From an optimization exercise on the open Yosys and OpenROAD flow, aimed at small area, a short achievable clock period and few clock cycles; shortcuts taken in it are not production practice. Function was checked by simulation only, so behaviour that the tests miss may differ from the original.

==> flow/design.v <==
module qfu_sintab (
    input  wire [7:0]  u,
    output wire [15:0] slope,
    output wire [15:0] icpt
);
    reg [9:0]  sp;
    reg [14:0] ip;
    wire [5:0] vs = u[6] ? ~u[5:0] : u[5:0];
    always @(*) begin
        case (vs)
            6'd0: sp = 10'd804;
            6'd1: sp = 10'd804;
            6'd2: sp = 10'd803;
            6'd3: sp = 10'd801;
            6'd4: sp = 10'd799;
            6'd5: sp = 10'd797;
            6'd6: sp = 10'd794;
            6'd7: sp = 10'd791;
            6'd8: sp = 10'd787;
            6'd9: sp = 10'd782;
            6'd10: sp = 10'd778;
            6'd11: sp = 10'd772;
            6'd12: sp = 10'd767;
            6'd13: sp = 10'd760;
            6'd14: sp = 10'd754;
            6'd15: sp = 10'd747;
            6'd16: sp = 10'd739;
            6'd17: sp = 10'd731;
            6'd18: sp = 10'd723;
            6'd19: sp = 10'd714;
            6'd20: sp = 10'd705;
            6'd21: sp = 10'd695;
            6'd22: sp = 10'd685;
            6'd23: sp = 10'd674;
            6'd24: sp = 10'd663;
            6'd25: sp = 10'd652;
            6'd26: sp = 10'd640;
            6'd27: sp = 10'd628;
            6'd28: sp = 10'd615;
            6'd29: sp = 10'd602;
            6'd30: sp = 10'd589;
            6'd31: sp = 10'd576;
            6'd32: sp = 10'd562;
            6'd33: sp = 10'd547;
            6'd34: sp = 10'd533;
            6'd35: sp = 10'd518;
            6'd36: sp = 10'd503;
            6'd37: sp = 10'd487;
            6'd38: sp = 10'd471;
            6'd39: sp = 10'd455;
            6'd40: sp = 10'd439;
            6'd41: sp = 10'd422;
            6'd42: sp = 10'd405;
            6'd43: sp = 10'd388;
            6'd44: sp = 10'd370;
            6'd45: sp = 10'd353;
            6'd46: sp = 10'd335;
            6'd47: sp = 10'd317;
            6'd48: sp = 10'd299;
            6'd49: sp = 10'd280;
            6'd50: sp = 10'd262;
            6'd51: sp = 10'd243;
            6'd52: sp = 10'd224;
            6'd53: sp = 10'd205;
            6'd54: sp = 10'd186;
            6'd55: sp = 10'd167;
            6'd56: sp = 10'd147;
            6'd57: sp = 10'd128;
            6'd58: sp = 10'd108;
            6'd59: sp = 10'd89;
            6'd60: sp = 10'd69;
            6'd61: sp = 10'd49;
            6'd62: sp = 10'd30;
            6'd63: sp = 10'd10;
            default: sp = 10'd0;
        endcase
    end
    always @(*) begin
        case (u[6:0])
            7'd0: ip = 15'd0;
            7'd1: ip = 15'd804;
            7'd2: ip = 15'd1608;
            7'd3: ip = 15'd2411;
            7'd4: ip = 15'd3212;
            7'd5: ip = 15'd4011;
            7'd6: ip = 15'd4808;
            7'd7: ip = 15'd5602;
            7'd8: ip = 15'd6393;
            7'd9: ip = 15'd7180;
            7'd10: ip = 15'd7962;
            7'd11: ip = 15'd8740;
            7'd12: ip = 15'd9512;
            7'd13: ip = 15'd10279;
            7'd14: ip = 15'd11040;
            7'd15: ip = 15'd11793;
            7'd16: ip = 15'd12540;
            7'd17: ip = 15'd13279;
            7'd18: ip = 15'd14011;
            7'd19: ip = 15'd14733;
            7'd20: ip = 15'd15447;
            7'd21: ip = 15'd16152;
            7'd22: ip = 15'd16847;
            7'd23: ip = 15'd17531;
            7'd24: ip = 15'd18206;
            7'd25: ip = 15'd18869;
            7'd26: ip = 15'd19521;
            7'd27: ip = 15'd20161;
            7'd28: ip = 15'd20789;
            7'd29: ip = 15'd21404;
            7'd30: ip = 15'd22006;
            7'd31: ip = 15'd22596;
            7'd32: ip = 15'd23171;
            7'd33: ip = 15'd23733;
            7'd34: ip = 15'd24280;
            7'd35: ip = 15'd24813;
            7'd36: ip = 15'd25331;
            7'd37: ip = 15'd25834;
            7'd38: ip = 15'd26321;
            7'd39: ip = 15'd26792;
            7'd40: ip = 15'd27247;
            7'd41: ip = 15'd27685;
            7'd42: ip = 15'd28107;
            7'd43: ip = 15'd28512;
            7'd44: ip = 15'd28900;
            7'd45: ip = 15'd29270;
            7'd46: ip = 15'd29623;
            7'd47: ip = 15'd29958;
            7'd48: ip = 15'd30275;
            7'd49: ip = 15'd30573;
            7'd50: ip = 15'd30854;
            7'd51: ip = 15'd31115;
            7'd52: ip = 15'd31358;
            7'd53: ip = 15'd31582;
            7'd54: ip = 15'd31787;
            7'd55: ip = 15'd31973;
            7'd56: ip = 15'd32140;
            7'd57: ip = 15'd32287;
            7'd58: ip = 15'd32415;
            7'd59: ip = 15'd32523;
            7'd60: ip = 15'd32611;
            7'd61: ip = 15'd32680;
            7'd62: ip = 15'd32730;
            7'd63: ip = 15'd32759;
            7'd64: ip = 15'd32767;
            7'd65: ip = 15'd32759;
            7'd66: ip = 15'd32730;
            7'd67: ip = 15'd32680;
            7'd68: ip = 15'd32611;
            7'd69: ip = 15'd32523;
            7'd70: ip = 15'd32415;
            7'd71: ip = 15'd32287;
            7'd72: ip = 15'd32140;
            7'd73: ip = 15'd31973;
            7'd74: ip = 15'd31787;
            7'd75: ip = 15'd31582;
            7'd76: ip = 15'd31358;
            7'd77: ip = 15'd31115;
            7'd78: ip = 15'd30854;
            7'd79: ip = 15'd30573;
            7'd80: ip = 15'd30275;
            7'd81: ip = 15'd29958;
            7'd82: ip = 15'd29623;
            7'd83: ip = 15'd29270;
            7'd84: ip = 15'd28900;
            7'd85: ip = 15'd28512;
            7'd86: ip = 15'd28107;
            7'd87: ip = 15'd27685;
            7'd88: ip = 15'd27247;
            7'd89: ip = 15'd26792;
            7'd90: ip = 15'd26320;
            7'd91: ip = 15'd25833;
            7'd92: ip = 15'd25331;
            7'd93: ip = 15'd24813;
            7'd94: ip = 15'd24280;
            7'd95: ip = 15'd23733;
            7'd96: ip = 15'd23171;
            7'd97: ip = 15'd22596;
            7'd98: ip = 15'd22006;
            7'd99: ip = 15'd21404;
            7'd100: ip = 15'd20789;
            7'd101: ip = 15'd20161;
            7'd102: ip = 15'd19521;
            7'd103: ip = 15'd18869;
            7'd104: ip = 15'd18206;
            7'd105: ip = 15'd17531;
            7'd106: ip = 15'd16847;
            7'd107: ip = 15'd16152;
            7'd108: ip = 15'd15447;
            7'd109: ip = 15'd14733;
            7'd110: ip = 15'd14011;
            7'd111: ip = 15'd13279;
            7'd112: ip = 15'd12540;
            7'd113: ip = 15'd11793;
            7'd114: ip = 15'd11040;
            7'd115: ip = 15'd10279;
            7'd116: ip = 15'd9512;
            7'd117: ip = 15'd8740;
            7'd118: ip = 15'd7962;
            7'd119: ip = 15'd7180;
            7'd120: ip = 15'd6393;
            7'd121: ip = 15'd5602;
            7'd122: ip = 15'd4808;
            7'd123: ip = 15'd4011;
            7'd124: ip = 15'd3212;
            7'd125: ip = 15'd2411;
            7'd126: ip = 15'd1608;
            7'd127: ip = 15'd804;
            default: ip = 15'd0;
        endcase
    end
    wire sneg = u[7] ^ u[6];
    assign slope = sneg ? (16'd0 - {6'd0, sp}) : {6'd0, sp};
    assign icpt  = (u == 8'd192) ? 16'h8000 : (u[7] ? (16'd0 - {1'b0, ip}) : {1'b0, ip});
endmodule
module qfu (
    input  wire        clk,
    input  wire        rst,           
    input  wire        host_valid,
    input  wire        host_we,
    input  wire [4:0]  host_addr,
    input  wire [31:0] host_wdata,
    output wire        host_ready,
    output reg  [31:0] host_rdata,
    output wire        mem_req,
    output wire        mem_we,
    output wire [15:0] mem_addr,
    output wire [15:0] mem_wdata,
    input  wire        mem_ready,
    input  wire [15:0] mem_rdata
);
    localparam [7:0] OP_LDI      = 8'h01,
                     OP_HI       = 8'h02,
                     OP_LO       = 8'h03,
                     OP_PACK     = 8'h04,
                     OP_CVT_N    = 8'h10,
                     OP_CVT_S    = 8'h11,
                     OP_CVT_1516 = 8'h12,
                     OP_CVT_Q15  = 8'h13,
                     OP_CVT_Q16  = 8'h14,
                     OP_ABS      = 8'h20,
                     OP_M1515    = 8'h21,
                     OP_M1516    = 8'h22,
                     OP_M151616  = 8'h23,
                     OP_M1616    = 8'h24,
                     OP_M3216    = 8'h25,
                     OP_M32U16   = 8'h26,
                     OP_M161616  = 8'h27,
                     OP_M1616U16 = 8'h28,
                     OP_M16161616= 8'h29,
                     OP_VMUL     = 8'h2A,
                     OP_DIV      = 8'h2B,
                     OP_INTERP   = 8'h30,
                     OP_LUT      = 8'h31,
                     OP_SIN      = 8'h40;
    localparam [2:0] S_IDLE = 3'd0,
                     S_EX   = 3'd1,    
                     S_DIV  = 3'd2,
                     S_VRD  = 3'd3,
                     S_VWR  = 3'd4,
                     S_LRD1 = 3'd5,
                     S_LRD2 = 3'd6;
    reg  [2:0]  state;
    reg  [1:0]  ph;
    reg         ill;
    reg  [31:0] cmd;
    reg  [511:0] rf;       
    reg  [16:0] dreg;      
    reg  [31:0] treg;      
    reg  [15:0] rrem;      
    reg  [15:0] cnt;       
    reg  [3:0]  pa, pb;      
    reg         x_dreg, x_hi, x_sgn, x_mem;
    reg         y_dreg, y_lo8, y_sgn, y_lw, y_w;
    reg         z_fin, z_int, z_sin, z_full, z_hi, z_128;
    function [31:0] rf_word(input [511:0] v, input [3:0] a);
        reg [255:0] l1;
        reg [127:0] l2;
        reg [63:0]  l3;
        integer j;
        begin
            for (j = 0; j < 8; j = j + 1)
                l1[j*32 +: 32] = a[0] ? v[(2*j+1)*32 +: 32] : v[(2*j)*32 +: 32];
            for (j = 0; j < 4; j = j + 1)
                l2[j*32 +: 32] = a[1] ? l1[(2*j+1)*32 +: 32] : l1[(2*j)*32 +: 32];
            for (j = 0; j < 2; j = j + 1)
                l3[j*32 +: 32] = a[2] ? l2[(2*j+1)*32 +: 32] : l2[(2*j)*32 +: 32];
            rf_word = a[3] ? l3[63:32] : l3[31:0];
        end
    endfunction
    function legal_cmd(input [31:0] w);
        begin
            case (w[31:24])
                OP_LDI:                                    legal_cmd = (w[19:16] == 4'd0);
                OP_HI, OP_LO,
                OP_CVT_N, OP_CVT_S, OP_CVT_1516,
                OP_CVT_Q15, OP_CVT_Q16, OP_ABS, OP_SIN:    legal_cmd = (w[15:0] == 16'd0);
                OP_PACK,
                OP_M1515, OP_M1516, OP_M151616, OP_M1616,
                OP_M3216, OP_M32U16, OP_M161616,
                OP_M1616U16, OP_M16161616, OP_DIV,
                OP_LUT:                                    legal_cmd = (w[11:0] == 12'd0);
                OP_VMUL, OP_INTERP:                        legal_cmd = (w[7:0] == 8'd0);
                default:                                   legal_cmd = 1'b0;
            endcase
        end
    endfunction
    wire [7:0]  op   = cmd[31:24];
    wire [3:0]  rd   = cmd[23:20];    
    wire [15:0] imm  = cmd[15:0];
    wire op_m23    = (op == OP_M151616);
    wire op_m2x    = (op == OP_M3216) | (op == OP_M32U16) |
                     (op == OP_M161616) | (op == OP_M1616U16);
    wire op_m29    = (op == OP_M16161616);
    wire op_interp = (op == OP_INTERP);
    wire op_sin    = (op == OP_SIN);
    wire op_lut    = (op == OP_LUT);
    wire op_div    = (op == OP_DIV);
    wire op_vmul   = (op == OP_VMUL);
    wire op_fin    = op_interp | op_sin;     
    wire [1:0] ph_last = op_m29 ? 2'd3 :
                         (op_m23 | op_m2x | op_fin) ? 2'd1 : 2'd0;
    wire ex_last  = (state == S_EX) && (ph == ph_last) && !op_div && !op_vmul && !op_lut;
    wire div_last = (state == S_DIV) && (cnt[3:0] == 4'd10);
    wire lut_last = (state == S_LRD2) && mem_ready;          
    wire wb_ff    = ex_last || div_last;                     
    wire wb_now   = wb_ff || lut_last;
    wire free_now = (state == S_IDLE) || wb_now;
    wire busy     = (state != S_IDLE);
    wire [3:0] ha = host_addr[3:0];
    wire h_reg   = !host_addr[4];
    wire h_cmd   = host_addr == 5'd16;
    wire h_free  = host_addr[4] && !(h_cmd && host_we);     
    wire h_rd_ok = free_now && !(wb_now && ha == rd);
    wire h_wr_ok = (state == S_IDLE) || (wb_now && ha == rd) ||
                   (wb_ff && ha != pa && ha != pb);
    wire h_cmd_ok = free_now && !(wb_now && (host_wdata[19:16] == rd || host_wdata[15:12] == rd));
    assign host_ready = h_free ||
                        (h_reg && (host_we ? h_wr_ok : h_rd_ok)) ||
                        (h_cmd && h_cmd_ok);
    wire host_fire   = host_valid && host_ready;
    wire host_reg_wr = host_fire && host_we && h_reg;
    wire host_cmd_wr = host_fire && host_we && h_cmd;
    wire acc_cmd     = host_cmd_wr && legal_cmd(host_wdata);
    wire hold = wb_ff && host_reg_wr && (ha != rd);
    wire [31:0] rd_pa;
    always @(*) begin
        if (h_reg)
            host_rdata = rd_pa;
        else if (host_addr == 5'd17)
            host_rdata = {30'd0, ill, busy};
        else
            host_rdata = 32'd0;
    end
    reg  [31:0] opa;
    reg  [15:0] opb;
    wire [31:0] xa = opa;
    wire [15:0] xb = opb;
    wire [16:0] mx = x_mem  ? {mem_rdata[15], mem_rdata} :
                     x_dreg ? dreg :
                     x_hi   ? {1'b0, xa[31:16]} :
                              {x_sgn & xa[15], xa[15:0]};
    wire [8:0]  lut_w1 = 9'd256 - {1'b0, xb[7:0]};           
    wire [16:0] my = y_dreg ? dreg :
                     y_lw   ? {8'd0, lut_w1} :
                     y_w    ? {9'd0, xb[7:0]} :
                     y_lo8  ? {1'b0, xb[7:0], 8'd0} :
                              {y_sgn & xb[15], xb};
    wire [31:0] mz = z_fin  ? {(z_int ? xa[15:0] : treg[15:0]), (z_sin ? 16'h0000 : 16'h8000)} :
                     z_full ? treg :
                     z_hi   ? {16'd0, treg[31:16]} :
                     z_128  ? 32'd128 : 32'd0;
    wire [31:0] mp;
    qfu_mul u_mul (.mx(mx), .my(my), .mz(mz), .mp(mp));
    wire [15:0] cvt_q16 = (xa[31:16] == 16'h0000) ? xa[15:0] :
                          (xa[31] ? 16'h0000 : 16'hFFFF);
    wire [15:0] abs_r   = (xa[15:0] == 16'h8000) ? 16'h7FFF :
                          (xa[15] ? (16'd0 - xa[15:0]) : xa[15:0]);
    reg [15:0] dv_r1, dv_r2, dv_r3;
    reg [31:0] dv_t1, dv_t2, dv_t3;
    function [47:0] dv_step(input [15:0] r, input [31:0] t, input [15:0] d);
        reg [16:0] sh;
        reg [17:0] diff;
        begin
            sh      = {r, t[31]};
            diff    = {1'b0, sh} - {2'b00, d};
            dv_step = {(diff[17] ? sh[15:0] : diff[15:0]), t[30:0], !diff[17]};
        end
    endfunction
    always @(*) begin
        {dv_r1, dv_t1} = dv_step(rrem,  treg,  dreg[15:0]);
        {dv_r2, dv_t2} = dv_step(dv_r1, dv_t1, dreg[15:0]);
        {dv_r3, dv_t3} = dv_step(dv_r2, dv_t2, dreg[15:0]);
    end
    wire [31:0] dv_q = dv_t3;                        
    wire dv_small = (xa[15:0] < xb);
    reg [31:0] ex_res;
    always @(*) begin
        case (op)
            OP_LDI:       ex_res = {16'd0, imm};
            OP_HI:        ex_res = {16'd0, xa[31:16]};
            OP_LO:        ex_res = {16'd0, xa[15:0]};
            OP_PACK:      ex_res = {xa[15:0], xb};
            OP_CVT_N:     ex_res = {16'd0, xa[14:0], 1'b0};
            OP_CVT_S:     ex_res = xa[15] ? 32'd0 : {16'd0, xa[14:0], 1'b0};
            OP_CVT_1516:  ex_res = {16'd0, xa[15:0]};
            OP_CVT_Q15:   ex_res = {17'd0, xa[15:1]};
            OP_CVT_Q16:   ex_res = {16'd0, cvt_q16};
            OP_ABS:       ex_res = {16'd0, abs_r};
            OP_M1515:     ex_res = {16'd0, mp[30:15]};
            OP_M151616:   ex_res = {16'd0, mp[15:0]};
            OP_M3216,
            OP_M161616:   ex_res = mp;
            OP_M32U16,
            OP_M1616U16,
            OP_M16161616: ex_res = {mp[15:0], treg[15:0]};
            OP_DIV:       ex_res = dv_q;
            OP_LUT:       ex_res = {16'd0, mp[23:8]};
            default:      ex_res = {16'd0, mp[31:16]};    
        endcase
    end
    wire [7:0]  sin_u = xa[15:8] & {8{op_sin}};
    wire [15:0] sin_slope, sin_icpt;
    qfu_sintab u_rom (.u(sin_u), .slope(sin_slope), .icpt(sin_icpt));
    wire        lut_rd = (state == S_LRD1) || (state == S_LRD2);
    wire        lut_ph = (state == S_LRD2);
    wire [15:0] m_off  = lut_rd ? 16'd0 : op_lut ? {8'd0, xb[15:8]} : cnt;
    wire [15:0] m_base = (state == S_VRD) ? treg[15:0] :    
                         lut_rd           ? dreg[15:0] :    
                                            xa[15:0];       
    assign mem_addr  = m_base + m_off + {15'd0, lut_ph};
    assign mem_req   = (state == S_EX && ph == 2'd0 && (op_lut | op_vmul)) ||
                       state == S_VRD || state == S_VWR ||
                       state == S_LRD1 || state == S_LRD2;
    assign mem_we    = (state == S_VWR);
    assign mem_wdata = treg[31:16];
    wire        rf_we = host_reg_wr || wb_now;
    wire [3:0]  rf_wa = host_reg_wr ? ha : rd;
    wire [31:0] rf_wd = host_reg_wr ? host_wdata : ex_res;
    genvar gw;
    generate
        for (gw = 0; gw < 16; gw = gw + 1) begin : g_rf
            always @(posedge clk) begin
                if (rf_we && rf_wa == gw)
                    rf[gw*32 +: 32] <= rf_wd;
            end
        end
    endgenerate
    reg [2:0] state_n;
    reg [1:0] ph_n;
    always @(*) begin
        state_n = state;
        ph_n    = ph;
        if (!hold) begin
            if (free_now)
                state_n = S_IDLE;
            case (state)
                S_EX: begin
                    ph_n = ph + 2'd1;
                    if (op_div)
                        state_n = S_DIV;
                    if (op_lut && ph == 2'd0)
                        state_n = mem_ready ? S_LRD2 : S_LRD1;
                    if (op_vmul)
                        state_n = mem_ready ? S_VWR : S_VRD;
                end
                S_LRD1: if (mem_ready) state_n = S_LRD2;
                S_VRD:  if (mem_ready) state_n = S_VWR;
                S_VWR:  if (mem_ready) state_n = (cnt + 16'd1 == xb) ? S_IDLE : S_VRD;
                default: ;
            endcase
            if (acc_cmd) begin
                state_n = S_EX;
                ph_n    = 2'd0;
            end
        end
    end
    wire [3:0] ra = cmd[19:16];
    wire [3:0] rb = cmd[15:12];
    wire [3:0] rc = cmd[11:8];
    wire [1:0] ph1 = ph + 2'd1;
    reg  [3:0] pa_cont, pb_cont;
    always @(*) begin
        pa_cont = ra;
        pb_cont = rb;
        if (wb_ff) begin
            pa_cont = pa;
            pb_cont = pb;
        end else if ((state == S_EX && op_vmul) || state == S_VRD || state == S_VWR) begin
            pa_cont = rd;
            pb_cont = rc;
        end else if (state == S_EX) begin
            if (op_m23) begin
                pa_cont = rb;
                pb_cont = ra;
            end
            if (op_m29 && ph1[1]) begin
                pa_cont = rb;
                pb_cont = ra;
            end
            if (op_interp)
                pb_cont = rc;
            if (op_sin)
                pb_cont = ra;
        end
    end
    wire        new_cmd = h_cmd && host_we && free_now;    
    wire        pa_host = h_reg && !host_we && ((state == S_IDLE) || wb_ff || lut_ph);
    wire [3:0]  pa_op   = new_cmd ? host_wdata[19:16] : pa_cont;
    wire [3:0]  pb_op   = new_cmd ? host_wdata[15:12] : pb_cont;
    assign      rd_pa   = rf_word(rf, pa_host ? ha : pa_op);
    wire [31:0] rd_pb   = rf_word(rf, pb_op);
    wire [31:0] cmd_n = acc_cmd ? host_wdata : cmd;
    wire [7:0]  op_n  = cmd_n[31:24];
    wire n_m23    = (op_n == OP_M151616);
    wire n_m2x    = (op_n == OP_M3216) | (op_n == OP_M32U16) |
                    (op_n == OP_M161616) | (op_n == OP_M1616U16);
    wire n_m29    = (op_n == OP_M16161616);
    wire n_interp = (op_n == OP_INTERP);
    wire n_sin    = (op_n == OP_SIN);
    wire n_lut    = (op_n == OP_LUT);
    wire n_fin    = n_interp | n_sin;
    wire n_lrd    = n_lut && (state_n == S_EX || state_n == S_LRD1);    
    wire n_lrd2   = n_lut && (state_n == S_LRD2);                       
    wire n_vmul   = (op_n == OP_VMUL);
    wire n_vrd    = n_vmul && (state_n == S_EX || state_n == S_VRD);    
    always @(posedge clk) begin
        if (rst) begin
            state <= S_IDLE;
            ill   <= 1'b0;
        end else begin
            state <= state_n;
            if (host_cmd_wr && !legal_cmd(host_wdata))
                ill <= 1'b1;
        end
        ph <= ph_n;
        if (acc_cmd)
            cmd <= host_wdata;
        pa  <= pa_op;
        pb  <= pb_op;
        opa <= rd_pa;
        opb <= rd_pb[15:0];
        x_mem  <= n_vrd || n_lrd || n_lrd2;
        x_dreg <= n_fin;
        x_hi   <= ((n_m2x || n_m23) && ph_n == 2'd1) || (n_m29 && ph_n != 2'd0);
        x_sgn  <= (op_n == OP_M1515) || (op_n == OP_M1516) || (n_m23 && ph_n == 2'd0);
        y_dreg <= (n_m29 && ph_n == 2'd3) || (n_vmul && state_n == S_VRD);
        y_lo8  <= n_sin;
        y_lw   <= n_lrd;
        y_w    <= n_lrd2;
        y_sgn  <= (op_n == OP_M1515) || (n_m23 && ph_n == 2'd1);
        z_fin  <= n_fin;
        z_int  <= n_interp;
        z_sin  <= n_sin;
        z_full <= (n_m29 && ph_n == 2'd2) || n_lrd2;
        z_128  <= n_lrd;
        z_hi   <= (n_m23 || n_m2x || n_m29) && ph_n != 2'd0;
        if (!hold) begin
            case (state)
                S_EX: begin
                    treg <= mp;
                    if (op_m29 && ph == 2'd1)
                        dreg <= {1'b0, xa[31:16]};
                    if (op_interp)
                        dreg <= {xb[15], xb} - {xa[15], xa[15:0]};
                    if (op_sin) begin
                        dreg       <= {sin_slope[15], sin_slope};
                        treg[15:0] <= sin_icpt;
                    end
                    if (op_lut)
                        dreg <= {1'b0, mem_addr};
                    if (op_div) begin
                        treg    <= dv_small ? {xa[1:0], 30'd0} : {1'b0, xa[15:0], 15'd0};
                        rrem    <= dv_small ? {2'b00, xa[15:2]} : 16'd0;
                        cnt     <= dv_small ? 16'd5 : 16'd0;
                        dreg  <= {1'b0, xb};
                    end
                    if (op_vmul) begin
                        treg[15:0]  <= xa[15:0];
                        dreg        <= {1'b0, xb};
                        treg[31:16] <= mp[31:16];
                    end
                end
                S_DIV: begin
                    treg <= dv_t3;
                    rrem <= dv_r3;
                    cnt  <= cnt + 16'd1;
                end
                S_LRD1: if (mem_ready) treg <= mp;      
                S_VRD:  if (mem_ready) treg[31:16] <= mp[31:16];
                S_VWR:  if (mem_ready) cnt <= cnt + 16'd1;
                default: ;
            endcase
        end
        if (acc_cmd)
            cnt <= 16'd0;
    end
endmodule
module qfu_mul (
    input  wire [16:0] mx,
    input  wire [16:0] my,
    input  wire [31:0] mz,
    output wire [31:0] mp
);
    wire [18:0] ye = {my[16], my, 1'b0};
    wire [18:0] xe = {mx[16], mx, 1'b0};
    wire b0_n = ye[2];
    wire b0_1 = ye[1] ^ ye[0];
    wire b0_2 = (ye[2] & ~ye[1] & ~ye[0]) | (~ye[2] & ye[1] & ye[0]);
    wire [17:0] pp0;
    genvar g0;
    generate for (g0 = 0; g0 <= 17; g0 = g0 + 1) begin : gpp0
        assign pp0[g0] = ((b0_1 & xe[g0+1]) | (b0_2 & xe[g0])) ^ b0_n;
    end endgenerate
    wire b1_n = ye[4];
    wire b1_1 = ye[3] ^ ye[2];
    wire b1_2 = (ye[4] & ~ye[3] & ~ye[2]) | (~ye[4] & ye[3] & ye[2]);
    wire [17:0] pp1;
    genvar g1;
    generate for (g1 = 0; g1 <= 17; g1 = g1 + 1) begin : gpp1
        assign pp1[g1] = ((b1_1 & xe[g1+1]) | (b1_2 & xe[g1])) ^ b1_n;
    end endgenerate
    wire b2_n = ye[6];
    wire b2_1 = ye[5] ^ ye[4];
    wire b2_2 = (ye[6] & ~ye[5] & ~ye[4]) | (~ye[6] & ye[5] & ye[4]);
    wire [17:0] pp2;
    genvar g2;
    generate for (g2 = 0; g2 <= 17; g2 = g2 + 1) begin : gpp2
        assign pp2[g2] = ((b2_1 & xe[g2+1]) | (b2_2 & xe[g2])) ^ b2_n;
    end endgenerate
    wire b3_n = ye[8];
    wire b3_1 = ye[7] ^ ye[6];
    wire b3_2 = (ye[8] & ~ye[7] & ~ye[6]) | (~ye[8] & ye[7] & ye[6]);
    wire [17:0] pp3;
    genvar g3;
    generate for (g3 = 0; g3 <= 17; g3 = g3 + 1) begin : gpp3
        assign pp3[g3] = ((b3_1 & xe[g3+1]) | (b3_2 & xe[g3])) ^ b3_n;
    end endgenerate
    wire b4_n = ye[10];
    wire b4_1 = ye[9] ^ ye[8];
    wire b4_2 = (ye[10] & ~ye[9] & ~ye[8]) | (~ye[10] & ye[9] & ye[8]);
    wire [17:0] pp4;
    genvar g4;
    generate for (g4 = 0; g4 <= 17; g4 = g4 + 1) begin : gpp4
        assign pp4[g4] = ((b4_1 & xe[g4+1]) | (b4_2 & xe[g4])) ^ b4_n;
    end endgenerate
    wire b5_n = ye[12];
    wire b5_1 = ye[11] ^ ye[10];
    wire b5_2 = (ye[12] & ~ye[11] & ~ye[10]) | (~ye[12] & ye[11] & ye[10]);
    wire [17:0] pp5;
    genvar g5;
    generate for (g5 = 0; g5 <= 17; g5 = g5 + 1) begin : gpp5
        assign pp5[g5] = ((b5_1 & xe[g5+1]) | (b5_2 & xe[g5])) ^ b5_n;
    end endgenerate
    wire b6_n = ye[14];
    wire b6_1 = ye[13] ^ ye[12];
    wire b6_2 = (ye[14] & ~ye[13] & ~ye[12]) | (~ye[14] & ye[13] & ye[12]);
    wire [17:0] pp6;
    genvar g6;
    generate for (g6 = 0; g6 <= 17; g6 = g6 + 1) begin : gpp6
        assign pp6[g6] = ((b6_1 & xe[g6+1]) | (b6_2 & xe[g6])) ^ b6_n;
    end endgenerate
    wire b7_n = ye[16];
    wire b7_1 = ye[15] ^ ye[14];
    wire b7_2 = (ye[16] & ~ye[15] & ~ye[14]) | (~ye[16] & ye[15] & ye[14]);
    wire [17:0] pp7;
    genvar g7;
    generate for (g7 = 0; g7 <= 17; g7 = g7 + 1) begin : gpp7
        assign pp7[g7] = ((b7_1 & xe[g7+1]) | (b7_2 & xe[g7])) ^ b7_n;
    end endgenerate
    wire b8_n = ye[18];
    wire b8_1 = ye[17] ^ ye[16];
    wire b8_2 = (ye[18] & ~ye[17] & ~ye[16]) | (~ye[18] & ye[17] & ye[16]);
    wire [17:0] pp8;
    genvar g8;
    generate for (g8 = 0; g8 <= 17; g8 = g8 + 1) begin : gpp8
        assign pp8[g8] = ((b8_1 & xe[g8+1]) | (b8_2 & xe[g8])) ^ b8_n;
    end endgenerate
    wire t1 = pp0[14] ^ pp1[12];
    wire t2 = pp0[14] & pp1[12];
    wire t3 = pp0[15] ^ pp1[13];
    wire t4 = pp0[15] & pp1[13];
    wire t5 = pp0[16] ^ pp1[14] ^ pp2[12];
    wire t6 = (pp0[16] & pp1[14]) | (pp0[16] & pp2[12]) | (pp1[14] & pp2[12]);
    wire t7 = pp3[10] ^ pp4[8];
    wire t8 = pp3[10] & pp4[8];
    wire t9 = ~pp0[17] ^ pp1[15] ^ pp2[13];
    wire t10 = (~pp0[17] & pp1[15]) | (~pp0[17] & pp2[13]) | (pp1[15] & pp2[13]);
    wire t11 = pp3[11] ^ pp4[9] ^ pp5[7];
    wire t12 = (pp3[11] & pp4[9]) | (pp3[11] & pp5[7]) | (pp4[9] & pp5[7]);
    wire t13 = pp1[16] ^ pp2[14] ^ pp3[12];
    wire t14 = (pp1[16] & pp2[14]) | (pp1[16] & pp3[12]) | (pp2[14] & pp3[12]);
    wire t15 = pp4[10] ^ pp5[8];
    wire t16 = pp4[10] & pp5[8];
    wire t17 = ~pp1[17] ^ pp2[15] ^ pp3[13];
    wire t18 = (~pp1[17] & pp2[15]) | (~pp1[17] & pp3[13]) | (pp2[15] & pp3[13]);
    wire t19 = pp2[16] ^ pp3[14];
    wire t20 = pp2[16] & pp3[14];
    wire t21 = pp0[8] ^ pp1[6];
    wire t22 = pp0[8] & pp1[6];
    wire t23 = pp0[9] ^ pp1[7];
    wire t24 = pp0[9] & pp1[7];
    wire t25 = pp0[10] ^ pp1[8] ^ pp2[6];
    wire t26 = (pp0[10] & pp1[8]) | (pp0[10] & pp2[6]) | (pp1[8] & pp2[6]);
    wire t27 = pp3[4] ^ pp4[2];
    wire t28 = pp3[4] & pp4[2];
    wire t29 = pp0[11] ^ pp1[9] ^ pp2[7];
    wire t30 = (pp0[11] & pp1[9]) | (pp0[11] & pp2[7]) | (pp1[9] & pp2[7]);
    wire t31 = pp3[5] ^ pp4[3];
    wire t32 = pp3[5] & pp4[3];
    wire t33 = pp0[12] ^ pp1[10] ^ pp2[8];
    wire t34 = (pp0[12] & pp1[10]) | (pp0[12] & pp2[8]) | (pp1[10] & pp2[8]);
    wire t35 = pp3[6] ^ pp4[4] ^ pp5[2];
    wire t36 = (pp3[6] & pp4[4]) | (pp3[6] & pp5[2]) | (pp4[4] & pp5[2]);
    wire t37 = pp6[0] ^ b6_n;
    wire t38 = pp6[0] & b6_n;
    wire t39 = pp0[13] ^ pp1[11] ^ pp2[9];
    wire t40 = (pp0[13] & pp1[11]) | (pp0[13] & pp2[9]) | (pp1[11] & pp2[9]);
    wire t41 = pp3[7] ^ pp4[5] ^ pp5[3];
    wire t42 = (pp3[7] & pp4[5]) | (pp3[7] & pp5[3]) | (pp4[5] & pp5[3]);
    wire t43 = pp6[1] ^ mz[13];
    wire t44 = pp6[1] & mz[13];
    wire t45 = pp2[10] ^ pp3[8] ^ pp4[6];
    wire t46 = (pp2[10] & pp3[8]) | (pp2[10] & pp4[6]) | (pp3[8] & pp4[6]);
    wire t47 = pp5[4] ^ pp6[2] ^ pp7[0];
    wire t48 = (pp5[4] & pp6[2]) | (pp5[4] & pp7[0]) | (pp6[2] & pp7[0]);
    wire t49 = b7_n ^ mz[14] ^ t1;
    wire t50 = (b7_n & mz[14]) | (b7_n & t1) | (mz[14] & t1);
    wire t51 = pp2[11] ^ pp3[9] ^ pp4[7];
    wire t52 = (pp2[11] & pp3[9]) | (pp2[11] & pp4[7]) | (pp3[9] & pp4[7]);
    wire t53 = pp5[5] ^ pp6[3] ^ pp7[1];
    wire t54 = (pp5[5] & pp6[3]) | (pp5[5] & pp7[1]) | (pp6[3] & pp7[1]);
    wire t55 = mz[15] ^ t2 ^ t3;
    wire t56 = (mz[15] & t2) | (mz[15] & t3) | (t2 & t3);
    wire t57 = pp5[6] ^ pp6[4] ^ pp7[2];
    wire t58 = (pp5[6] & pp6[4]) | (pp5[6] & pp7[2]) | (pp6[4] & pp7[2]);
    wire t59 = pp8[0] ^ b8_n ^ mz[16];
    wire t60 = (pp8[0] & b8_n) | (pp8[0] & mz[16]) | (b8_n & mz[16]);
    wire t61 = t4 ^ t5 ^ t7;
    wire t62 = (t4 & t5) | (t4 & t7) | (t5 & t7);
    wire t63 = pp6[5] ^ pp7[3] ^ pp8[1];
    wire t64 = (pp6[5] & pp7[3]) | (pp6[5] & pp8[1]) | (pp7[3] & pp8[1]);
    wire t65 = mz[17] ^ 1'b1 ^ t6;
    wire t66 = (mz[17] & 1'b1) | (mz[17] & t6) | (1'b1 & t6);
    wire t67 = t8 ^ t9 ^ t11;
    wire t68 = (t8 & t9) | (t8 & t11) | (t9 & t11);
    wire t69 = pp6[6] ^ pp7[4] ^ pp8[2];
    wire t70 = (pp6[6] & pp7[4]) | (pp6[6] & pp8[2]) | (pp7[4] & pp8[2]);
    wire t71 = mz[18] ^ 1'b1 ^ t10;
    wire t72 = (mz[18] & 1'b1) | (mz[18] & t10) | (1'b1 & t10);
    wire t73 = t12 ^ t13 ^ t15;
    wire t74 = (t12 & t13) | (t12 & t15) | (t13 & t15);
    wire t75 = pp4[11] ^ pp5[9] ^ pp6[7];
    wire t76 = (pp4[11] & pp5[9]) | (pp4[11] & pp6[7]) | (pp5[9] & pp6[7]);
    wire t77 = pp7[5] ^ pp8[3] ^ mz[19];
    wire t78 = (pp7[5] & pp8[3]) | (pp7[5] & mz[19]) | (pp8[3] & mz[19]);
    wire t79 = t14 ^ t16 ^ t17;
    wire t80 = (t14 & t16) | (t14 & t17) | (t16 & t17);
    wire t81 = pp4[12] ^ pp5[10] ^ pp6[8];
    wire t82 = (pp4[12] & pp5[10]) | (pp4[12] & pp6[8]) | (pp5[10] & pp6[8]);
    wire t83 = pp7[6] ^ pp8[4] ^ mz[20];
    wire t84 = (pp7[6] & pp8[4]) | (pp7[6] & mz[20]) | (pp8[4] & mz[20]);
    wire t85 = 1'b1 ^ t18 ^ t19;
    wire t86 = (1'b1 & t18) | (1'b1 & t19) | (t18 & t19);
    wire t87 = ~pp2[17] ^ pp3[15] ^ pp4[13];
    wire t88 = (~pp2[17] & pp3[15]) | (~pp2[17] & pp4[13]) | (pp3[15] & pp4[13]);
    wire t89 = pp5[11] ^ pp6[9] ^ pp7[7];
    wire t90 = (pp5[11] & pp6[9]) | (pp5[11] & pp7[7]) | (pp6[9] & pp7[7]);
    wire t91 = pp8[5] ^ mz[21] ^ t20;
    wire t92 = (pp8[5] & mz[21]) | (pp8[5] & t20) | (mz[21] & t20);
    wire t93 = pp3[16] ^ pp4[14] ^ pp5[12];
    wire t94 = (pp3[16] & pp4[14]) | (pp3[16] & pp5[12]) | (pp4[14] & pp5[12]);
    wire t95 = pp6[10] ^ pp7[8] ^ pp8[6];
    wire t96 = (pp6[10] & pp7[8]) | (pp6[10] & pp8[6]) | (pp7[8] & pp8[6]);
    wire t97 = mz[22] ^ 1'b1;
    wire t98 = mz[22] & 1'b1;
    wire t99 = ~pp3[17] ^ pp4[15] ^ pp5[13];
    wire t100 = (~pp3[17] & pp4[15]) | (~pp3[17] & pp5[13]) | (pp4[15] & pp5[13]);
    wire t101 = pp6[11] ^ pp7[9] ^ pp8[7];
    wire t102 = (pp6[11] & pp7[9]) | (pp6[11] & pp8[7]) | (pp7[9] & pp8[7]);
    wire t103 = pp4[16] ^ pp5[14] ^ pp6[12];
    wire t104 = (pp4[16] & pp5[14]) | (pp4[16] & pp6[12]) | (pp5[14] & pp6[12]);
    wire t105 = pp7[10] ^ pp8[8];
    wire t106 = pp7[10] & pp8[8];
    wire t107 = ~pp4[17] ^ pp5[15] ^ pp6[13];
    wire t108 = (~pp4[17] & pp5[15]) | (~pp4[17] & pp6[13]) | (pp5[15] & pp6[13]);
    wire t109 = pp5[16] ^ pp6[14];
    wire t110 = pp5[16] & pp6[14];
    wire t111 = pp0[4] ^ pp1[2];
    wire t112 = pp0[4] & pp1[2];
    wire t113 = pp0[5] ^ pp1[3];
    wire t114 = pp0[5] & pp1[3];
    wire t115 = pp0[6] ^ pp1[4] ^ pp2[2];
    wire t116 = (pp0[6] & pp1[4]) | (pp0[6] & pp2[2]) | (pp1[4] & pp2[2]);
    wire t117 = pp3[0] ^ b3_n;
    wire t118 = pp3[0] & b3_n;
    wire t119 = pp0[7] ^ pp1[5] ^ pp2[3];
    wire t120 = (pp0[7] & pp1[5]) | (pp0[7] & pp2[3]) | (pp1[5] & pp2[3]);
    wire t121 = pp3[1] ^ mz[7];
    wire t122 = pp3[1] & mz[7];
    wire t123 = pp2[4] ^ pp3[2] ^ pp4[0];
    wire t124 = (pp2[4] & pp3[2]) | (pp2[4] & pp4[0]) | (pp3[2] & pp4[0]);
    wire t125 = b4_n ^ mz[8] ^ t21;
    wire t126 = (b4_n & mz[8]) | (b4_n & t21) | (mz[8] & t21);
    wire t127 = pp2[5] ^ pp3[3] ^ pp4[1];
    wire t128 = (pp2[5] & pp3[3]) | (pp2[5] & pp4[1]) | (pp3[3] & pp4[1]);
    wire t129 = mz[9] ^ t22 ^ t23;
    wire t130 = (mz[9] & t22) | (mz[9] & t23) | (t22 & t23);
    wire t131 = pp5[0] ^ b5_n ^ mz[10];
    wire t132 = (pp5[0] & b5_n) | (pp5[0] & mz[10]) | (b5_n & mz[10]);
    wire t133 = t24 ^ t25 ^ t27;
    wire t134 = (t24 & t25) | (t24 & t27) | (t25 & t27);
    wire t135 = pp5[1] ^ mz[11] ^ t26;
    wire t136 = (pp5[1] & mz[11]) | (pp5[1] & t26) | (mz[11] & t26);
    wire t137 = t28 ^ t29 ^ t31;
    wire t138 = (t28 & t29) | (t28 & t31) | (t29 & t31);
    wire t139 = mz[12] ^ t30 ^ t32;
    wire t140 = (mz[12] & t30) | (mz[12] & t32) | (t30 & t32);
    wire t141 = t33 ^ t35 ^ t37;
    wire t142 = (t33 & t35) | (t33 & t37) | (t35 & t37);
    wire t143 = t34 ^ t36 ^ t38;
    wire t144 = (t34 & t36) | (t34 & t38) | (t36 & t38);
    wire t145 = t39 ^ t41 ^ t43;
    wire t146 = (t39 & t41) | (t39 & t43) | (t41 & t43);
    wire t147 = t40 ^ t42 ^ t44;
    wire t148 = (t40 & t42) | (t40 & t44) | (t42 & t44);
    wire t149 = t45 ^ t47 ^ t49;
    wire t150 = (t45 & t47) | (t45 & t49) | (t47 & t49);
    wire t151 = t46 ^ t48 ^ t50;
    wire t152 = (t46 & t48) | (t46 & t50) | (t48 & t50);
    wire t153 = t51 ^ t53 ^ t55;
    wire t154 = (t51 & t53) | (t51 & t55) | (t53 & t55);
    wire t155 = t52 ^ t54 ^ t56;
    wire t156 = (t52 & t54) | (t52 & t56) | (t54 & t56);
    wire t157 = t57 ^ t59 ^ t61;
    wire t158 = (t57 & t59) | (t57 & t61) | (t59 & t61);
    wire t159 = t58 ^ t60 ^ t62;
    wire t160 = (t58 & t60) | (t58 & t62) | (t60 & t62);
    wire t161 = t63 ^ t65 ^ t67;
    wire t162 = (t63 & t65) | (t63 & t67) | (t65 & t67);
    wire t163 = t64 ^ t66 ^ t68;
    wire t164 = (t64 & t66) | (t64 & t68) | (t66 & t68);
    wire t165 = t69 ^ t71 ^ t73;
    wire t166 = (t69 & t71) | (t69 & t73) | (t71 & t73);
    wire t167 = t70 ^ t72 ^ t74;
    wire t168 = (t70 & t72) | (t70 & t74) | (t72 & t74);
    wire t169 = t75 ^ t77 ^ t79;
    wire t170 = (t75 & t77) | (t75 & t79) | (t77 & t79);
    wire t171 = t76 ^ t78 ^ t80;
    wire t172 = (t76 & t78) | (t76 & t80) | (t78 & t80);
    wire t173 = t81 ^ t83 ^ t85;
    wire t174 = (t81 & t83) | (t81 & t85) | (t83 & t85);
    wire t175 = t82 ^ t84 ^ t86;
    wire t176 = (t82 & t84) | (t82 & t86) | (t84 & t86);
    wire t177 = t87 ^ t89 ^ t91;
    wire t178 = (t87 & t89) | (t87 & t91) | (t89 & t91);
    wire t179 = t88 ^ t90 ^ t92;
    wire t180 = (t88 & t90) | (t88 & t92) | (t90 & t92);
    wire t181 = t93 ^ t95 ^ t97;
    wire t182 = (t93 & t95) | (t93 & t97) | (t95 & t97);
    wire t183 = mz[23] ^ t94 ^ t96;
    wire t184 = (mz[23] & t94) | (mz[23] & t96) | (t94 & t96);
    wire t185 = t98 ^ t99 ^ t101;
    wire t186 = (t98 & t99) | (t98 & t101) | (t99 & t101);
    wire t187 = mz[24] ^ 1'b1 ^ t100;
    wire t188 = (mz[24] & 1'b1) | (mz[24] & t100) | (1'b1 & t100);
    wire t189 = t102 ^ t103 ^ t105;
    wire t190 = (t102 & t103) | (t102 & t105) | (t103 & t105);
    wire t191 = pp7[11] ^ pp8[9] ^ mz[25];
    wire t192 = (pp7[11] & pp8[9]) | (pp7[11] & mz[25]) | (pp8[9] & mz[25]);
    wire t193 = t104 ^ t106 ^ t107;
    wire t194 = (t104 & t106) | (t104 & t107) | (t106 & t107);
    wire t195 = pp7[12] ^ pp8[10] ^ mz[26];
    wire t196 = (pp7[12] & pp8[10]) | (pp7[12] & mz[26]) | (pp8[10] & mz[26]);
    wire t197 = 1'b1 ^ t108 ^ t109;
    wire t198 = (1'b1 & t108) | (1'b1 & t109) | (t108 & t109);
    wire t199 = ~pp5[17] ^ pp6[15] ^ pp7[13];
    wire t200 = (~pp5[17] & pp6[15]) | (~pp5[17] & pp7[13]) | (pp6[15] & pp7[13]);
    wire t201 = pp8[11] ^ mz[27] ^ t110;
    wire t202 = (pp8[11] & mz[27]) | (pp8[11] & t110) | (mz[27] & t110);
    wire t203 = pp6[16] ^ pp7[14] ^ pp8[12];
    wire t204 = (pp6[16] & pp7[14]) | (pp6[16] & pp8[12]) | (pp7[14] & pp8[12]);
    wire t205 = mz[28] ^ 1'b1;
    wire t206 = mz[28] & 1'b1;
    wire t207 = ~pp6[17] ^ pp7[15] ^ pp8[13];
    wire t208 = (~pp6[17] & pp7[15]) | (~pp6[17] & pp8[13]) | (pp7[15] & pp8[13]);
    wire t209 = pp7[16] ^ pp8[14];
    wire t210 = pp7[16] & pp8[14];
    wire t211 = pp0[2] ^ pp1[0];
    wire t212 = pp0[2] & pp1[0];
    wire t213 = pp0[3] ^ pp1[1];
    wire t214 = pp0[3] & pp1[1];
    wire t215 = pp2[0] ^ b2_n ^ mz[4];
    wire t216 = (pp2[0] & b2_n) | (pp2[0] & mz[4]) | (b2_n & mz[4]);
    wire t217 = pp2[1] ^ mz[5] ^ t112;
    wire t218 = (pp2[1] & mz[5]) | (pp2[1] & t112) | (mz[5] & t112);
    wire t219 = mz[6] ^ t114 ^ t115;
    wire t220 = (mz[6] & t114) | (mz[6] & t115) | (t114 & t115);
    wire t221 = t116 ^ t118 ^ t119;
    wire t222 = (t116 & t118) | (t116 & t119) | (t118 & t119);
    wire t223 = t120 ^ t122 ^ t123;
    wire t224 = (t120 & t122) | (t120 & t123) | (t122 & t123);
    wire t225 = t124 ^ t126 ^ t127;
    wire t226 = (t124 & t126) | (t124 & t127) | (t126 & t127);
    wire t227 = t128 ^ t130 ^ t131;
    wire t228 = (t128 & t130) | (t128 & t131) | (t130 & t131);
    wire t229 = t132 ^ t134 ^ t135;
    wire t230 = (t132 & t134) | (t132 & t135) | (t134 & t135);
    wire t231 = t136 ^ t138 ^ t139;
    wire t232 = (t136 & t138) | (t136 & t139) | (t138 & t139);
    wire t233 = t140 ^ t142 ^ t143;
    wire t234 = (t140 & t142) | (t140 & t143) | (t142 & t143);
    wire t235 = t144 ^ t146 ^ t147;
    wire t236 = (t144 & t146) | (t144 & t147) | (t146 & t147);
    wire t237 = t148 ^ t150 ^ t151;
    wire t238 = (t148 & t150) | (t148 & t151) | (t150 & t151);
    wire t239 = t152 ^ t154 ^ t155;
    wire t240 = (t152 & t154) | (t152 & t155) | (t154 & t155);
    wire t241 = t156 ^ t158 ^ t159;
    wire t242 = (t156 & t158) | (t156 & t159) | (t158 & t159);
    wire t243 = t160 ^ t162 ^ t163;
    wire t244 = (t160 & t162) | (t160 & t163) | (t162 & t163);
    wire t245 = t164 ^ t166 ^ t167;
    wire t246 = (t164 & t166) | (t164 & t167) | (t166 & t167);
    wire t247 = t168 ^ t170 ^ t171;
    wire t248 = (t168 & t170) | (t168 & t171) | (t170 & t171);
    wire t249 = t172 ^ t174 ^ t175;
    wire t250 = (t172 & t174) | (t172 & t175) | (t174 & t175);
    wire t251 = t176 ^ t178 ^ t179;
    wire t252 = (t176 & t178) | (t176 & t179) | (t178 & t179);
    wire t253 = t180 ^ t182 ^ t183;
    wire t254 = (t180 & t182) | (t180 & t183) | (t182 & t183);
    wire t255 = t184 ^ t186 ^ t187;
    wire t256 = (t184 & t186) | (t184 & t187) | (t186 & t187);
    wire t257 = t188 ^ t190 ^ t191;
    wire t258 = (t188 & t190) | (t188 & t191) | (t190 & t191);
    wire t259 = t192 ^ t194 ^ t195;
    wire t260 = (t192 & t194) | (t192 & t195) | (t194 & t195);
    wire t261 = t196 ^ t198 ^ t199;
    wire t262 = (t196 & t198) | (t196 & t199) | (t198 & t199);
    wire t263 = t200 ^ t202 ^ t203;
    wire t264 = (t200 & t202) | (t200 & t203) | (t202 & t203);
    wire t265 = mz[29] ^ t204 ^ t206;
    wire t266 = (mz[29] & t204) | (mz[29] & t206) | (t204 & t206);
    wire t267 = mz[30] ^ 1'b1 ^ t208;
    wire t268 = (mz[30] & 1'b1) | (mz[30] & t208) | (1'b1 & t208);
    wire t269 = ~pp7[17] ^ pp8[15] ^ mz[31];
    wire t270 = (~pp7[17] & pp8[15]) | (~pp7[17] & mz[31]) | (pp8[15] & mz[31]);
    wire t271 = pp0[0] ^ b0_n;
    wire t272 = pp0[0] & b0_n;
    wire t273 = pp0[1] ^ mz[1];
    wire t274 = pp0[1] & mz[1];
    wire t275 = b1_n ^ mz[2] ^ t211;
    wire t276 = (b1_n & mz[2]) | (b1_n & t211) | (mz[2] & t211);
    wire t277 = mz[3] ^ t212 ^ t213;
    wire t278 = (mz[3] & t212) | (mz[3] & t213) | (t212 & t213);
    wire t279 = t111 ^ t214 ^ t215;
    wire t280 = (t111 & t214) | (t111 & t215) | (t214 & t215);
    wire t281 = t113 ^ t216 ^ t217;
    wire t282 = (t113 & t216) | (t113 & t217) | (t216 & t217);
    wire t283 = t117 ^ t218 ^ t219;
    wire t284 = (t117 & t218) | (t117 & t219) | (t218 & t219);
    wire t285 = t121 ^ t220 ^ t221;
    wire t286 = (t121 & t220) | (t121 & t221) | (t220 & t221);
    wire t287 = t125 ^ t222 ^ t223;
    wire t288 = (t125 & t222) | (t125 & t223) | (t222 & t223);
    wire t289 = t129 ^ t224 ^ t225;
    wire t290 = (t129 & t224) | (t129 & t225) | (t224 & t225);
    wire t291 = t133 ^ t226 ^ t227;
    wire t292 = (t133 & t226) | (t133 & t227) | (t226 & t227);
    wire t293 = t137 ^ t228 ^ t229;
    wire t294 = (t137 & t228) | (t137 & t229) | (t228 & t229);
    wire t295 = t141 ^ t230 ^ t231;
    wire t296 = (t141 & t230) | (t141 & t231) | (t230 & t231);
    wire t297 = t145 ^ t232 ^ t233;
    wire t298 = (t145 & t232) | (t145 & t233) | (t232 & t233);
    wire t299 = t149 ^ t234 ^ t235;
    wire t300 = (t149 & t234) | (t149 & t235) | (t234 & t235);
    wire t301 = t153 ^ t236 ^ t237;
    wire t302 = (t153 & t236) | (t153 & t237) | (t236 & t237);
    wire t303 = t157 ^ t238 ^ t239;
    wire t304 = (t157 & t238) | (t157 & t239) | (t238 & t239);
    wire t305 = t161 ^ t240 ^ t241;
    wire t306 = (t161 & t240) | (t161 & t241) | (t240 & t241);
    wire t307 = t165 ^ t242 ^ t243;
    wire t308 = (t165 & t242) | (t165 & t243) | (t242 & t243);
    wire t309 = t169 ^ t244 ^ t245;
    wire t310 = (t169 & t244) | (t169 & t245) | (t244 & t245);
    wire t311 = t173 ^ t246 ^ t247;
    wire t312 = (t173 & t246) | (t173 & t247) | (t246 & t247);
    wire t313 = t177 ^ t248 ^ t249;
    wire t314 = (t177 & t248) | (t177 & t249) | (t248 & t249);
    wire t315 = t181 ^ t250 ^ t251;
    wire t316 = (t181 & t250) | (t181 & t251) | (t250 & t251);
    wire t317 = t185 ^ t252 ^ t253;
    wire t318 = (t185 & t252) | (t185 & t253) | (t252 & t253);
    wire t319 = t189 ^ t254 ^ t255;
    wire t320 = (t189 & t254) | (t189 & t255) | (t254 & t255);
    wire t321 = t193 ^ t256 ^ t257;
    wire t322 = (t193 & t256) | (t193 & t257) | (t256 & t257);
    wire t323 = t197 ^ t258 ^ t259;
    wire t324 = (t197 & t258) | (t197 & t259) | (t258 & t259);
    wire t325 = t201 ^ t260 ^ t261;
    wire t326 = (t201 & t260) | (t201 & t261) | (t260 & t261);
    wire t327 = t205 ^ t262 ^ t263;
    wire t328 = (t205 & t262) | (t205 & t263) | (t262 & t263);
    wire t329 = t207 ^ t264 ^ t265;
    wire t330 = (t207 & t264) | (t207 & t265) | (t264 & t265);
    wire t331 = t209 ^ t266 ^ t267;
    wire t332 = (t209 & t266) | (t209 & t267) | (t266 & t267);
    wire t333 = t210 ^ t268 ^ t269;
    wire t334 = (t210 & t268) | (t210 & t269) | (t268 & t269);
    wire [31:0] ra = {t332, t330, t328, t326, t324, t322, t320, t318, t316, t314, t312, t310, t308, t306, t304, t302, t300, t298, t296, t294, t292, t290, t288, t286, t284, t282, t280, t278, t276, t274, t272, mz[0]};
    wire [31:0] rb = {t333, t331, t329, t327, t325, t323, t321, t319, t317, t315, t313, t311, t309, t307, t305, t303, t301, t299, t297, t295, t293, t291, t289, t287, t285, t283, t281, t279, t277, t275, t273, t271};
    assign mp = ra + rb;
endmodule
==> flow/run.sh <==
#!/bin/bash
# synth_recipe.tcl (not shown) runs the flow's synth.tcl, then flattens the netlist and writes it again
# the make line also repeats each setting of config.mk as NAME=value (left out here)
make -C /OpenROAD-flow-scripts/flow DESIGN_CONFIG=/design/flow/config.mk WORK_HOME=/design/flow/orfs CLKGATE_MAP_FILE= SYNTH_SCRIPT=/design/flow/synth_recipe.tcl finish
==> flow/config.mk <==
export PLATFORM = sky130hd
export DESIGN_NAME = qfu
export DESIGN_NICKNAME = qfu
export VERILOG_FILES = /design/flow/design.v
export SDC_FILE = /design/flow/constraint.sdc
export NUM_CORES = 4
export LEC_CHECK = 0
export ABC_AREA = 1
export CAP_MARGIN = 20
export CORE_MARGIN = 2
export CORE_UTILIZATION = 45
export CTS_BUF_LIST = sky130_fd_sc_hd__clkbuf_8
export PLACE_DENSITY = 0.62
export SETUP_SLACK_MARGIN = 5
export SLEW_MARGIN = 20
export SYNTH_MEMORY_MAX_BITS = 8192
==> flow/constraint.sdc <==
create_clock -name core_clock -period 14.0 [get_ports {clk}]
set_input_delay 2.8000 -clock core_clock [delete_from_list [all_inputs] [get_ports {clk}]]
set_output_delay 2.8000 -clock core_clock [all_outputs]
set_load 0.01 [all_outputs]
==> reports/summary.json, run 1 <==
{
  "run_status": {
    "status": "finished clean"
  },
  "cts": {
    "hold_buffers": 0,
    "clock_sinks": 699,
    "clockBufferDepth": 3,
    "clkLatencyLatePin_ns": 0.88,
    "clock_tree.htree_level_count": 3,
    "cts_tree": "yes",
    "numCtsBuffers": 119,
    "path_clk_slew_ns": 0.06,
    "cts_root_buffer": "clkbuf_8"
  },
  "setup_path": {
    "cp_endpoint_kind": "output pin",
    "worstPathArrival_ns": 6.22,
    "cp_data_required_time_ns": 11.20,
    "crit_path_cell_trace": "dlygate4sd2_1 > nand2_1 > nand4_2 > nand2_4 > o211ai_4 > buf_4 > buf_12 > nand2_4 > nand2_1 > o211ai_1 > nand3_1 > nand3_1 > a21oi_1 > clkdlybuf4s50_1",
    "path_class": "input port to output pin",
    "cpMaxStageDelayCell": "dlygate4sd2_1",
    "crit_path_max_fanout": 16,
    "cp-start-kind": "input port",
    "crit_path_largest_cell_delay_ns": 0.62
  },
  "yosys": {
    "synth_xor_xnor_area_share": 0.04393,
    "avgSynthCellArea_um2": 7.841,
    "synth_top_cells_by_area": "edfxtp_1 (33%), nand2_1 (12%), inv_1 (5.4%)",
    "synth_top_area_cell": "edfxtp_1",
    "post-synth-top-area-fraction": 0.3339,
    "arithmetic_cell_share_of_the_synthesized_area_counting_full_adders_half_adders_and_majority_gates": 0.09407,
    "mappedNetlistNets": 7275,
    "synthMuxAreaShare": 0.0001852,
    "async_set_or_reset_flop_fraction_in_the_synthesized_netlist": 0,
    "synthSimpleGateAreaFrac": 0.2283,
    "seq_area_frac_synth": 0.3702,
    "postSynthRegisterBits": 699,
    "yosysWarnings": 2,
    "synth_enable_flop_cells": 601,
    "synth-compound-area-share": 0.1693,
    "synth_cells": 6894,
    "ys_dominant_reg_cell": "edfxtp_1",
    "synthDistinctLibCells": 75,
    "post_synth_instance_area_um2": 54060,
    "dominant_combinational_cell_family_by_area_after_synthesis": "simple AND/OR/NAND/NOR gates"
  },
  "floorplan": {
    "initial_core_util": 0.4524,
    "design.portCount": 125,
    "fp.dieH_um": 350.6,
    "core_area_um2": 119500,
    "die-width_um": 350.6,
    "core.rowCount": 127,
    "die_area_um2": 122900
  },
  "sta": {
    "timing.final.hold_violations": 0,
    "timing.final.crit_share": 0.6440,
    "grt_setup_unrepaired": "true",
    "finalWorstSetupSlack_ns": 4.984,
    "post-route-min-period_ns": 9.016,
    "drv_slew": 0,
    "fin_setup_tns_ns": 0,
    "fmax_mhz": 110.9,
    "clock_skew_ns": 0.07056,
    "worst_slew_margin_rel": 0.1483,
    "setup_violations": 0,
    "worstMarginPinSlew_ns": 1.276
  },
  "global_routing": {
    "grt_antenna_before_repair": 18,
    "overflow_left_after_global_routing": 0,
    "via_count_of_the_first_global_routing_pass": 49757,
    "grt_pass1_wl_mm": 344.8,
    "grt_usage": 0.3830,
    "grt_max_degree": 182
  },
  "route": {
    "wl_mm": 240.6,
    "vias_per_cell": 6.156,
    "drt_first_pass_iters": 8,
    "routed_wire_length_per_instance_um": 27.59,
    "drc": 0,
    "ant_nets": 0,
    "vias": 53678,
    "drt_iter0_markers": 8155
  },
  "layout": {
    "layout.nets": 7380,
    "fin_util": 0.5103,
    "fraction_of_final_layout_cells_with_drive_strength_greater_than_1": 0.09663,
    "area.growth.synth_to_final_pct": 12.81
  },
  "placement": {
    "dp_worst_setup_slack_ns": 3.030,
    "hpwlAfterDp_mm": 166.2,
    "port-buffer-count": 124,
    "place_congestion": 1.054
  },
  "hold_path": {
    "hold_path_class": "flop to flop"
  },
  "flow_run": {
    "timing.max_cap.violations": 0
  }
}
## worst max-delay path: cells and delay by family
kind | cells | cell delay, ns
AO/OA/AOI/OAI | 3 | 0.61
buffers and inverters | 4 | 1.64
AND/OR/NAND/NOR | 7 | 1.13
## synthesized netlist by cell type, drive strengths merged, types with 5 or more instances
cell type	instances
a2111oi	5
a211oi	9
a21boi	6
a21o	5
a21oi	305
a221oi	12
a22oi	27
a31oi	22
a32oi	12
buf	200
clkbuf	182
clkinv	19
dfxtp	98
edfxtp	601
fa	139
ha	184
inv	828
nand2	1805
nand3	571
nand3b	13
nand4	35
nor2	325
nor3	55
nor4	16
o2111ai	19
o211ai	320
o21a	18
o21ai	446
o21bai	18
o221ai	34
o22ai	190
o31ai	6
o32ai	6
or2	73
xnor2	56
xor2	210
## through the flow
step	instances	hold slack [ns]	instance area [um2]
global route	8715	0.5445	60970
detailed placement	8395	0.4760	56740
floorplan	6894	0.4584	54060
global placement	8395	0.4715	56720
finish	8720	0.5033	60980
CTS	8653	0.5094	60120
## cell usage in the layout, fill, tap and decap left out, types with 191 or more instances in the layout
cell         n
edfxtp_1   601
nand3_1    564
nand2_1   1760
o211ai_1   318
inv_1      807
buf_4      191
xor2_1     207
o21ai_0    355
nor2_1     287
a21oi_1    284
## cell families after synthesis
kind of cell	Yosys count
flip-flops	699
adder cells (fa/ha/maj)	323
AND/OR/NAND/NOR	2902
multiplexers	1
AO/OA/AOI/OAI	1472
buffers and inverters	1229
XOR/XNOR	268
## timing repair
action                     CTS  global route
gates cloned                19             5
pin swaps                    8            10
setup endpoints to repair  533           538
hold endpoints to repair     0             0
resized for setup          130            78
buffers inserted            18            52
## metal layers
layer	up-vias	routed length, um	GRT usage
li1	23722	-	-
met1	25615	95180	0.5175
met2	3603	104000	0.5769
met3	732	27220	0.08085
met4	6	14110	0.2001
met5	-	38	0
## registers in the layout (all words and copies together), names as in the netlist, 2 cells and up
register and count:
cmd 32, cnt 16, dreg 17, opa 32
opb 16, pa 4, pb 4, ph 2
rf 512, rrem 16, state 3, treg 32
## area by class of cell
type,count,area (um2)
fill,11648,58510
multi-input combinational,4976,29710
sequential,699,20020
timing repair buffer,352,3473
inverter,847,3256
tap,1612,2017
clock buffer,130,1789
clock inverter,91,649.4
timing repair inverter,4,42.54
antenna,9,22.52
## final timing paths
kind                                       start                to  slack, ns  cells past startpoint
worst min register to register  ill$_SDFFE_PP0P_  ill$_SDFFE_PP0P_       0.50                      1
worst min-delay path            ill$_SDFFE_PP0P_  ill$_SDFFE_PP0P_       0.50                      1
worst max-delay path                   mem_ready    host_rdata[14]       4.98                     14
worst max register to register   opa[13]$_DFF_P_  rf[16]$_DFFE_PP_       5.17                     25
Testbench counts, summed over its fixed seeds: cycles 10,962.
==> run 2: changes to the inputs <==
--- a/flow/design.v
+++ b/flow/design.v
@@ -331,7 +331,11 @@
     wire h_cmd   = host_addr == 5'd16;
     wire h_free  = host_addr[4] && !(h_cmd && host_we);     
-    wire h_rd_ok = free_now && !(wb_now && ha == rd);
+    wire bg_rd   = (state == S_DIV) || (state == S_LRD1) || (state == S_LRD2) ||
+                   (state == S_EX && (op_div || op_lut));
+    wire h_rd_ok = free_now ? !(wb_now && ha == rd) : (bg_rd && ha != rd);
+    wire bg_wr   = busy && !wb_now && !op_vmul;
     wire h_wr_ok = (state == S_IDLE) || (wb_now && ha == rd) ||
-                   (wb_ff && ha != pa && ha != pb);
+                   (wb_ff && ha != pa && ha != pb) ||
+                   (bg_wr && ha != rd && ha != cmd[19:16] && ha != cmd[15:12] && ha != cmd[11:8]);
     wire h_cmd_ok = free_now && !(wb_now && (host_wdata[19:16] == rd || host_wdata[15:12] == rd));
     assign host_ready = h_free ||
@@ -505,5 +509,5 @@
     end
     wire        new_cmd = h_cmd && host_we && free_now;    
-    wire        pa_host = h_reg && !host_we && ((state == S_IDLE) || wb_ff || lut_ph);
+    wire        pa_host = h_reg && !host_we && ((state == S_IDLE) || wb_ff || bg_rd);
     wire [3:0]  pa_op   = new_cmd ? host_wdata[19:16] : pa_cont;
     wire [3:0]  pb_op   = new_cmd ? host_wdata[15:12] : pb_cont;
--- a/flow/config.mk
+++ b/flow/config.mk
@@ -9,7 +9,7 @@
 export CAP_MARGIN = 20
 export CORE_MARGIN = 2
-export CORE_UTILIZATION = 45
+export CORE_UTILIZATION = 40
 export CTS_BUF_LIST = sky130_fd_sc_hd__clkbuf_8
-export PLACE_DENSITY = 0.62
+export PLACE_DENSITY = 0.6
 export SETUP_SLACK_MARGIN = 5
 export SLEW_MARGIN = 20
==> run 2 against run 1 <==
  * Clock-buffer cell count increased by 3
  * Final area increased by 1.3%
  * Worst hold slack got worse by 0.012 ns
  * Via count increased by 1.9%
  * Utilization decreased by 5.3 points
  * Final cell count increased by 3.7%
  * Global-route usage decreased by 2.9 points
  * Register-to-register slack got worse by 0.05 ns
  * Sequential cell count unchanged
==> reports/summary.json, run 2 <==
{
  "run_status": {
    "status": "finished clean"
  },
  "global_routing": {
    "grt_antenna_before_repair": {"value": 17, "change": "-1"},
    "grt_usage": {"value": 0.3535, "change": "-0.02944"},
    "via_count_of_the_first_global_routing_pass": {"value": 50262, "change": "+1.0%"}
  },
  "cts": {
    "clkLatencyLatePin": {"value": 0.87, "unit": "ns", "change": "about the same"},
    "numCtsBuffers": {"value": 121, "change": "+1.7%"},
    "path_clk_slew": {"value": 0.06, "unit": "ns", "change": "about the same"}
  },
  "placement": {
    "hpwlAfterDp": {"value": 169.6, "unit": "mm", "change": "+2.0%"},
    "dp_worst_setup_slack": {"value": 2.530, "unit": "ns", "change": "-0.4992 ns"},
    "dp_cells": {"value": 8725, "change": "+3.9%"}
  },
  "sta": {
    "post-route-min-period": {"value": 8.974, "unit": "ns", "change": "-0.04260 ns"},
    "timing.final.hold_violations": {"value": 0, "change": "unchanged"},
    "grt_setup_unrepaired": "true",
    "worstMarginPinSlew": {"value": 1.216, "unit": "ns", "change": "-0.06006 ns"}
  },
  "layout": {
    "final_cell_count_no_fill": {"value": 9043, "change": "+3.7%"},
    "fraction_of_final_layout_cells_with_drive_strength_greater_than_1": {"value": 0.09240, "change": "-0.004232"}
  },
  "yosys": {
    "synth_enable_flop_cells": {"value": 601, "change": "unchanged"},
    "seq_area_frac_synth": {"value": 0.3689, "change": "-0.001289"}
  },
  "setup_path": {
    "regToRegEndpoint": "rf[481]$_DFFE_PP_",
    "cp-start-kind": "input port"
  },
  "route": {
    "ant_nets": {"value": 0, "change": "unchanged"}
  },
  "hold_path": {
    "worstHoldStart": "ill$_SDFFE_PP0P_"
  }
}
run 2: worst max-delay path by stage:
stage               slack, ns                 to                start  cells after the start
floorplan                5.04  rf[123]$_DFFE_PP_        mem_rdata[11]                     27
global placement         2.34  rf[457]$_DFFE_PP_        mem_rdata[15]                     25
detailed placement       2.53     host_rdata[23]         host_addr[4]                     20
CTS                      5.00       mem_addr[14]  state[0]$_SDFF_PP0_                     26
global route             4.92  rf[155]$_DFFE_PP_         mem_rdata[9]                     27
finish                   5.03  rf[481]$_DFFE_PP_         mem_rdata[6]                     24
run 2: cell families (layout without fill, tap and decap cells):
group,count (synthesis),in the layout,share of synthesized area
AND/OR/NAND/NOR,2848,2856,0.2225
other,0,11,0
AO/OA/AOI/OAI,1620,1620,0.1746
flip-flops,699,699,0.3689
buffers and inverters,1291,1472,0.09462
XOR/XNOR,280,280,0.04546
adder cells (fa/ha/maj),324,324,0.09397
run 2: repair_timing:
| action | in CTS | in global routing |
|---|---|---|
| gates resized for setup | 185 | 103 |
| hold endpoints to repair | 0 | 0 |
| endpoints found under the setup margin | 532 | 521 |
| pin swaps | 18 | 10 |
| buffers inserted | 34 | 24 |
| gates cloned | 19 | 4 |
run 2: area by class of cell:
class | count | area, um2
Fill cell | 13385 | 73200
Multi-Input combinational cell | 5080 | 30040
Sequential cell | 699 | 20030
Timing Repair Buffer | 351 | 3595
Inverter | 894 | 3431
Tap cell | 1781 | 2228
Clock buffer | 133 | 1831
Clock inverter | 93 | 573.1
Antenna cell | 11 | 27.53
Timing Repair inverter | 1 | 8.758
run 2: metrics by stage:
stage | utilization | hold WS (ns)
3_3_place_gp | 0.4248 | 0.4555
3_5_place_dp | 0.4248 | 0.4783
2_1_floorplan | - | 0.4240
6_report | 0.4576 | 0.4909
5_1_grt | 0.4574 | 0.5070
4_1_cts | 0.4530 | 0.4874
run 2: worst max-delay path, delay by kind of cell:
family | cells | cell delay, ns
buffers and inverters | 7 | 1.48
AOI/OAI and AO/OA | 7 | 1.47
adders and majority gates | 5 | 2.45
and+or+nand+nor | 3 | 0.58
xor gates and xnor gates | 2 | 0.80
run 2: metal layers:
layer | wire [um] | vias to the layer above | track usage | share of wire
met5 | 75 | - | 0 | 0.00030
met4 | 14720 | 12 | 0.1774 | 0.058
met3 | 28260 | 679 | 0.07344 | 0.11
met2 | 107600 | 3631 | 0.5261 | 0.43
met1 | 101200 | 26231 | 0.4853 | 0.40
li1 | - | 24148 | - | -
Testbench counts of run 2, summed over its fixed seeds: cycles 10,736.

[static timing again, ports no longer ideal]
How much do the figures lean on ideal ports? The routed layouts below were timed once more, with nothing changed but the port constraints.
Step 1, drivers: a clkbuf_16 drives clk and a buf_2 each remaining input, both assumed.
Step 2 moves the port delays by t, midway between the first and last clock arrival at a register: inputs arrive t later, outputs are due t later. That takes back most of the time a late clock gives input paths.
Three values: ideal ports, drivers, drivers and shift; two values: the first two.
run	shift t [ns]	setup slack, ns	hold slack, ns	worst data-port slew with drivers (ns)	pins driven straight from the clock port
run 1	0.914	4.984 / 4.963 / 4.194	0.503 / 0.503 / 0.503	0.13	1
run 2	0.915	5.026 / 4.975 / 4.162	0.491 / 0.491 / 0.491	0.18	1
After both steps every run listed still meets setup and hold. The setup slack of run 2, which loses most, moves by -0.051 ns with the drivers and by -0.864 ns with both steps.
